This is an optimization exercise on Yosys and OpenROAD, whose aim is small area, a short achievable clock period and few clock cycles, not a production implementation. Power and IR drop assume default switching activity.

Setup of JK:
==> flow/design.v <==
module evt_agg_enc (
    input  wire        clk,
    input  wire        rst,
    input  wire        cmd_valid,
    output wire        cmd_ready,
    input  wire [31:0] cmd,
    output reg         pkt_valid,
    output reg  [76:0] pkt
);
    localparam CAP = 64;
    localparam KW  = 12;            
    assign cmd_ready = 1'b1;
    wire is_set_mode = (cmd & 32'hFFFF_FFFC) == 32'h2000_0000;
    wire is_inject   = (cmd & 32'hFFFE_8080) == 32'h3000_0000;
    reg  [1:0] mode;                
    reg  [13:0] in_pack;
    always @(*) begin
        case (mode)
            2'd0:    in_pack = {cmd[14:8], cmd[6:0]};
            2'd1:    in_pack = {2'b00, cmd[14:9], cmd[6:1]};
            2'd2:    in_pack = {4'b0000, cmd[14:10], cmd[6:2]};
            default: in_pack = {6'b000000, cmd[14:11], cmd[6:3]};
        endcase
    end
    reg         r_inj, r_clr;
    reg  [1:0]  r_mode;
    reg  [13:0] r_pack;
    reg         r_p;
    always @(posedge clk) begin
        if (rst) begin
            mode  <= 2'd0;
            r_inj <= 1'b0;
            r_clr <= 1'b0;
        end else begin
            r_inj <= cmd_valid & is_inject;
            r_clr <= cmd_valid & is_set_mode & (cmd[1:0] != mode);
            if (cmd_valid & is_set_mode)
                mode <= cmd[1:0];
        end
        r_mode <= mode;
        r_pack <= in_pack;
        r_p    <= cmd[16];
    end
    reg  [CAP-1:0] occ;
    reg  [KW-1:0]  skey [0:CAP-1];
    reg  [CAP-1:0] sp;
    reg         k_inj, k_clr, d_inj, d_clr;
    reg  [1:0]  k_mode, d_mode;
    reg  [13:0] k_pack, d_pack;
    reg         k_p, d_p;
    reg  [CAP-1:0] k_match, d_match;
    reg  [1:0]  k_s, d_s;           
    reg  [CAP-1:0] match;
    integer i;
    always @(*) begin
        for (i = 0; i < CAP; i = i + 1)
            match[i] = occ[i] & (skey[i] == r_pack[KW-1:0]);
    end
    always @(posedge clk) begin
        if (rst) begin
            k_inj <= 1'b0;
            k_clr <= 1'b0;
        end else begin
            k_inj <= r_inj;
            k_clr <= r_clr;
        end
        k_mode  <= r_mode;
        k_pack  <= r_pack;
        k_p     <= r_p;
        k_match <= match;
        k_s     <= {r_pack[KW-1:0] == d_pack[KW-1:0],
                    r_pack[KW-1:0] == k_pack[KW-1:0]};
    end
    function [4:0] pop16;
        input [15:0] v;
        reg [1:0] a0, a1, a2, a3, a4, a5, a6, a7;
        reg [2:0] b0, b1, b2, b3;
        reg [3:0] c0, c1;
        begin
            a0 = v[0] + v[1];   a1 = v[2] + v[3];
            a2 = v[4] + v[5];   a3 = v[6] + v[7];
            a4 = v[8] + v[9];   a5 = v[10] + v[11];
            a6 = v[12] + v[13]; a7 = v[14] + v[15];
            b0 = a0 + a1; b1 = a2 + a3; b2 = a4 + a5; b3 = a6 + a7;
            c0 = b0 + b1; c1 = b2 + b3;
            pop16 = c0 + c1;
        end
    endfunction
    wire [CAP-1:0] k_match_p = k_match & sp;
    reg  [5:0] d_fa, d_fb;
    function [5:0] lowest_zero;
        input [63:0] v;
        reg [7:0] grp;
        reg [2:0] gi, bi;
        reg [7:0] sel;
        integer gg, b;
        begin
            for (gg = 0; gg < 8; gg = gg + 1)
                grp[gg] = ~&v[8*gg +: 8];
            gi = 3'd0;
            for (gg = 7; gg >= 0; gg = gg - 1)
                if (grp[gg]) gi = gg[2:0];
            sel = v[8*gi +: 8];
            bi = 3'd0;
            for (b = 7; b >= 0; b = b - 1)
                if (!sel[b]) bi = b[2:0];
            lowest_zero = {gi, bi};
        end
    endfunction
    function [63:0] rev64;
        input [63:0] v;
        integer b;
        begin
            for (b = 0; b < 64; b = b + 1)
                rev64[b] = v[63-b];
        end
    endfunction
    reg  [19:0] d_na, d_np;         
    integer g;
    always @(posedge clk) begin
        if (rst) begin
            d_inj <= 1'b0;
            d_clr <= 1'b0;
        end else begin
            d_inj <= k_inj;
            d_clr <= k_clr;
        end
        d_mode  <= k_mode;
        d_pack  <= k_pack;
        d_p     <= k_p;
        d_match <= k_match;
        d_s     <= k_s;
        for (g = 0; g < 4; g = g + 1) begin
            d_na[5*g +: 5] <= pop16(k_match[16*g +: 16]);
            d_np[5*g +: 5] <= pop16(k_match_p[16*g +: 16]);
        end
        d_fa    <= lowest_zero(occ);
        d_fb    <= ~lowest_zero(rev64(occ));
    end
    wire [4:0] cnt  = (d_na[4:0] + d_na[9:5]) + (d_na[14:10] + d_na[19:15]);
    wire [4:0] pcnt = (d_np[4:0] + d_np[9:5]) + (d_np[14:10] + d_np[19:15]);
    reg [2:0] d_g;
    reg [3:0] d_h;
    always @(*) begin
        case (d_mode)
            2'd1: begin
                d_g = {2'b11, cnt != 5'd0};
                d_h = {2'b11, pcnt != 5'd0, pcnt >= 5'd2};
            end
            2'd2: begin
                d_g = {cnt >= 5'd5, cnt >= 5'd6, cnt >= 5'd7};
                d_h = {pcnt >= 5'd2, pcnt >= 5'd3, pcnt >= 5'd4, pcnt >= 5'd5};
            end
            default: begin
                d_g = {cnt >= 5'd29, cnt >= 5'd30, cnt == 5'd31};
                d_h = {pcnt >= 5'd14, pcnt >= 5'd15, pcnt >= 5'd16, pcnt >= 5'd17};
            end
        endcase
    end
    reg  [2:1] o_st, o_em, o_clr, o_p;
    reg  [5:0] o_slot1, o_slot2;
    wire [2:1] e = o_clr | (d_s & o_em);    
    wire [2:1] a = d_s & o_st;              
    wire [2:1] b = a & o_p;                 
    wire mode1 = (d_mode == 2'd1);
    reg ge;
    always @(*) begin
        if (e[1])
            ge = 1'b0;
        else if (e[2])
            ge = mode1 & a[1];
        else case (a)
            2'b00:   ge = d_g[0];
            2'b11:   ge = d_g[2];
            default: ge = d_g[1];
        endcase
    end
    reg op_agg;
    always @(*) begin
        if (e[1])
            op_agg = 1'b0;
        else if (e[2])
            op_agg = b[1] & d_p;
        else case ({1'b0, b[2]} + {1'b0, b[1]} + {1'b0, d_p})
            2'd0:    op_agg = d_h[0];
            2'd1:    op_agg = d_h[1];
            2'd2:    op_agg = d_h[2];
            default: op_agg = d_h[3];
        endcase
    end
    wire full  = &occ;
    wire agg   = (d_mode != 2'd0);
    wire act   = d_inj & agg & ~full;
    wire emit  = act & ge;
    wire store = act & ~ge;
    wire [5:0] slot = o_clr[1] ? 6'd0 :
                      (o_st[1] && o_slot1 == d_fa) ? d_fb : d_fa;
    wire [CAP-1:0] slot_oh = {{(CAP-1){1'b0}}, 1'b1} << slot;
    wire [CAP-1:0] oh1 = {{(CAP-1){1'b0}}, 1'b1} << o_slot1;
    wire [CAP-1:0] oh2 = {{(CAP-1){1'b0}}, 1'b1} << o_slot2;
    wire [CAP-1:0] cmask = (d_match & {CAP{~e[2]}}) |
                           (a[2] ? oh2 : {CAP{1'b0}}) |
                           (a[1] ? oh1 : {CAP{1'b0}});
    always @(posedge clk) begin
        if (rst) begin
            occ   <= {CAP{1'b0}};
            o_st  <= 2'b00;
            o_em  <= 2'b00;
            o_clr <= 2'b00;
        end else begin
            if (d_clr)
                occ <= {CAP{1'b0}};
            else
                occ <= (occ & ~(emit ? cmask : {CAP{1'b0}})) |
                       (store ? slot_oh : {CAP{1'b0}});
            o_st  <= {o_st[1], store};
            o_em  <= {o_em[1], emit};
            o_clr <= {o_clr[1], d_clr};
        end
        o_p     <= {o_p[1], d_p};
        o_slot1 <= slot;
        o_slot2 <= o_slot1;
    end
    integer j;
    always @(posedge clk) begin
        for (j = 0; j < CAP; j = j + 1)
            if (!full && slot == j[5:0]) begin
                skey[j] <= d_pack[KW-1:0];
                sp[j]   <= d_p;
            end
    end
    function [6:0] sym;
        input [4:0] n;
        begin
            case (n)
                5'd0:  sym = 7'h11;
                5'd1:  sym = 7'h12;
                5'd2:  sym = 7'h14;
                5'd3:  sym = 7'h18;
                5'd4:  sym = 7'h21;
                5'd5:  sym = 7'h22;
                5'd6:  sym = 7'h24;
                5'd7:  sym = 7'h28;
                5'd8:  sym = 7'h41;
                5'd9:  sym = 7'h42;
                5'd10: sym = 7'h44;
                5'd11: sym = 7'h48;
                5'd12: sym = 7'h03;
                5'd13: sym = 7'h0C;
                5'd14: sym = 7'h30;
                5'd15: sym = 7'h50;
                default: sym = 7'h60;    
            endcase
        end
    endfunction
    localparam [6:0] HDR0 = 7'h11;
    localparam [6:0] HDR1 = 7'h12;
    localparam [7:0] ADDR_SRC_XOR = 8'h01 ^ 8'h02 ^ 8'h03 ^ 8'h04;
    localparam [6:0] ADDR_SYM0 = 7'h12;
    localparam [6:0] ADDR_SYM1 = 7'h14;
    localparam [6:0] ADDR_SYM2 = 7'h18;
    localparam [6:0] ADDR_SYM3 = 7'h21;
    wire op = agg ? op_agg : d_p;
    wire [15:0] payload  = {1'b1, op, d_pack};
    wire [7:0]  par_byte = ADDR_SRC_XOR ^ payload[7:0] ^ payload[15:8];
    wire        parity   = ~(^par_byte);
    wire [76:0] packet = {
        sym(5'd16),
        ADDR_SYM0, ADDR_SYM1, ADDR_SYM2, ADDR_SYM3,
        sym({1'b0, payload[15:12]}),
        sym({1'b0, payload[11:8]}),
        sym({1'b0, payload[7:4]}),
        sym({1'b0, payload[3:0]}),
        sym(5'd0),
        parity ? HDR1 : HDR0
    };
    always @(posedge clk) begin
        if (rst)
            pkt_valid <= 1'b0;
        else
            pkt_valid <= emit | (d_inj & ~agg);
        pkt <= packet;
    end
endmodule
export LEC_CHECK = 0
export CAP_MARGIN = 30
export CORE_MARGIN = 2
export CORE_UTILIZATION = 60
export CTS_BUF_LIST = sky130_fd_sc_hd__clkbuf_16
export CTS_CLUSTER_DIAMETER = 60
export CTS_CLUSTER_SIZE = 40
export SLEW_MARGIN = 20
create_clock -name core_clock -period 13.0 [get_ports {clk}]
standard.sh (not shown) runs the stock make flow with config.mk's settings and CLKGATE_MAP_FILE= SYNTH_SCRIPT=/design/flow/synth_recipe.tcl, a recipe that flattens the netlist after the stock synthesis.
==> flow/flow/run.sh <==
#!/bin/bash
# Standard ORFS layout, with repair_timing asked to leave a larger setup
# margin than the 13 ns constraint needs, so that the design is optimised
# for speed, and clock tree synthesis without dummy balancing loads.
# The SDC and every other setting stay the standard flow's own.
set -o pipefail
bash standard.sh SETUP_SLACK_MARGIN=9.5 \
  "CTS_ARGS=-sink_clustering_enable -repair_clock_nets -sink_clustering_size 40 -sink_clustering_max_diameter 60 -buf_list sky130_fd_sc_hd__clkbuf_16 -dont_use_dummy_load" \
  finish > standard_flow.log 2>&1
Input changes introduced in MS (baseline for comparison: JK):
--- a/flow/design.v
+++ b/flow/design.v
@@ -138,22 +138,40 @@
         d_fb    <= ~lowest_zero(rev64(occ));
     end
-    wire [4:0] cnt  = (d_na[4:0] + d_na[9:5]) + (d_na[14:10] + d_na[19:15]);
     wire [4:0] pcnt = (d_np[4:0] + d_np[9:5]) + (d_np[14:10] + d_np[19:15]);
-    reg [2:0] d_g;
+    wire [4:0] na0 = d_na[4:0],   na1 = d_na[9:5];
+    wire [4:0] na2 = d_na[14:10], na3 = d_na[19:15];
+    wire [4:0] cs1_s = na0 ^ na1 ^ na2;
+    wire [4:0] cs1_c = (na0 & na1) | (na2 & (na0 ^ na1));
+    wire [6:0] cs2_a = {2'b00, cs1_s};
+    wire [6:0] cs2_b = {1'b0, cs1_c, 1'b0};
+    wire [6:0] cs2_d = {2'b00, na3};
+    wire [6:0] cnt_x = cs2_a ^ cs2_b ^ cs2_d;
+    wire [6:0] cnt_y = {(cs2_a[5:0] & cs2_b[5:0]) | (cs2_d[5:0] & (cs2_a[5:0] ^ cs2_b[5:0])), 1'b0};
+    function at_least;
+        input [6:0] x, y;
+        input [6:0] k;
+        reg [7:0] t;
+        begin
+            t = {1'b0, x} + {1'b0, y} + (8'd128 - {1'b0, k});
+            at_least = t[7];
+        end
+    endfunction
+    reg [6:0] k0, k1, k2;
+    always @(*) begin
+        case (d_mode)
+            2'd1:    begin k0 = 7'd1;  k1 = 7'd0;  k2 = 7'd0;  end
+            2'd2:    begin k0 = 7'd7;  k1 = 7'd6;  k2 = 7'd5;  end
+            default: begin k0 = 7'd31; k1 = 7'd30; k2 = 7'd29; end
+        endcase
+    end
+    wire [2:0] d_g = {at_least(cnt_x, cnt_y, k2),
+                      at_least(cnt_x, cnt_y, k1),
+                      at_least(cnt_x, cnt_y, k0)};
     reg [3:0] d_h;
     always @(*) begin
         case (d_mode)
-            2'd1: begin
-                d_g = {2'b11, cnt != 5'd0};
-                d_h = {2'b11, pcnt != 5'd0, pcnt >= 5'd2};
-            end
-            2'd2: begin
-                d_g = {cnt >= 5'd5, cnt >= 5'd6, cnt >= 5'd7};
-                d_h = {pcnt >= 5'd2, pcnt >= 5'd3, pcnt >= 5'd4, pcnt >= 5'd5};
-            end
-            default: begin
-                d_g = {cnt >= 5'd29, cnt >= 5'd30, cnt == 5'd31};
-                d_h = {pcnt >= 5'd14, pcnt >= 5'd15, pcnt >= 5'd16, pcnt >= 5'd17};
-            end
+            2'd1:    d_h = {2'b11, pcnt != 5'd0, pcnt >= 5'd2};
+            2'd2:    d_h = {pcnt >= 5'd2, pcnt >= 5'd3, pcnt >= 5'd4, pcnt >= 5'd5};
+            default: d_h = {pcnt >= 5'd14, pcnt >= 5'd15, pcnt >= 5'd16, pcnt >= 5'd17};
         endcase
     end
==> summary.txt <==
- Clock tree buffer count of the final layout: lower on JK
- Cell row count: JK and MS compared, lower one is MS
- Simple-gate portion of the synthesized area | MS below JK
- MS: number of instances in the placed design 4.1% below JK
- Compared with JK, MS shows power in combinational cells lower by about 60%.
- Comparing the two runs side by side, MS comes out ahead of JK on power spent charging and discharging nets.
- Diff JK -> MS | detailed-routed wire length on met2 | up by a few percent
- Delta (MS minus JK): sequential share of layout area went up; peak per-stage delay on the critical path went down; non-clock buffer count went up.
Function was not checked in any run of this note: the RTL went through the layout flow alone.

==> re-timing with driven ports <==
How much do the figures lean on ideal ports? The routed layouts below were timed once more, with nothing changed but the port constraints. Step 1, drivers: a clkbuf_16 drives clk and a buf_2 each remaining input, both assumed. Step 2, shift: input delay + t, output delay - t, t = (earliest + latest rising clock arrival at the registers) / 2. This alone moves slack from input paths to output paths. Three values: no drivers, after step 1, after step 2; two values: the first two.
run	t (ns)	slack for setup (ns)	hold WS [ns]	worst data-port slew with drivers (ns)	pins driven straight from the clock port
JK	0.695	9.068 / 9.068 / 8.579	0.323 / 0.323 / 0.323	0.04	1
MS	0.703	8.828 / 8.828 / 8.260	0.285 / 0.285 / 0.285	0.05	1
After both steps setup and hold are still met in every run listed. For MS, which loses most, drivers alone change the setup slack by 0.000 ns; drivers and shift together by -0.568 ns.
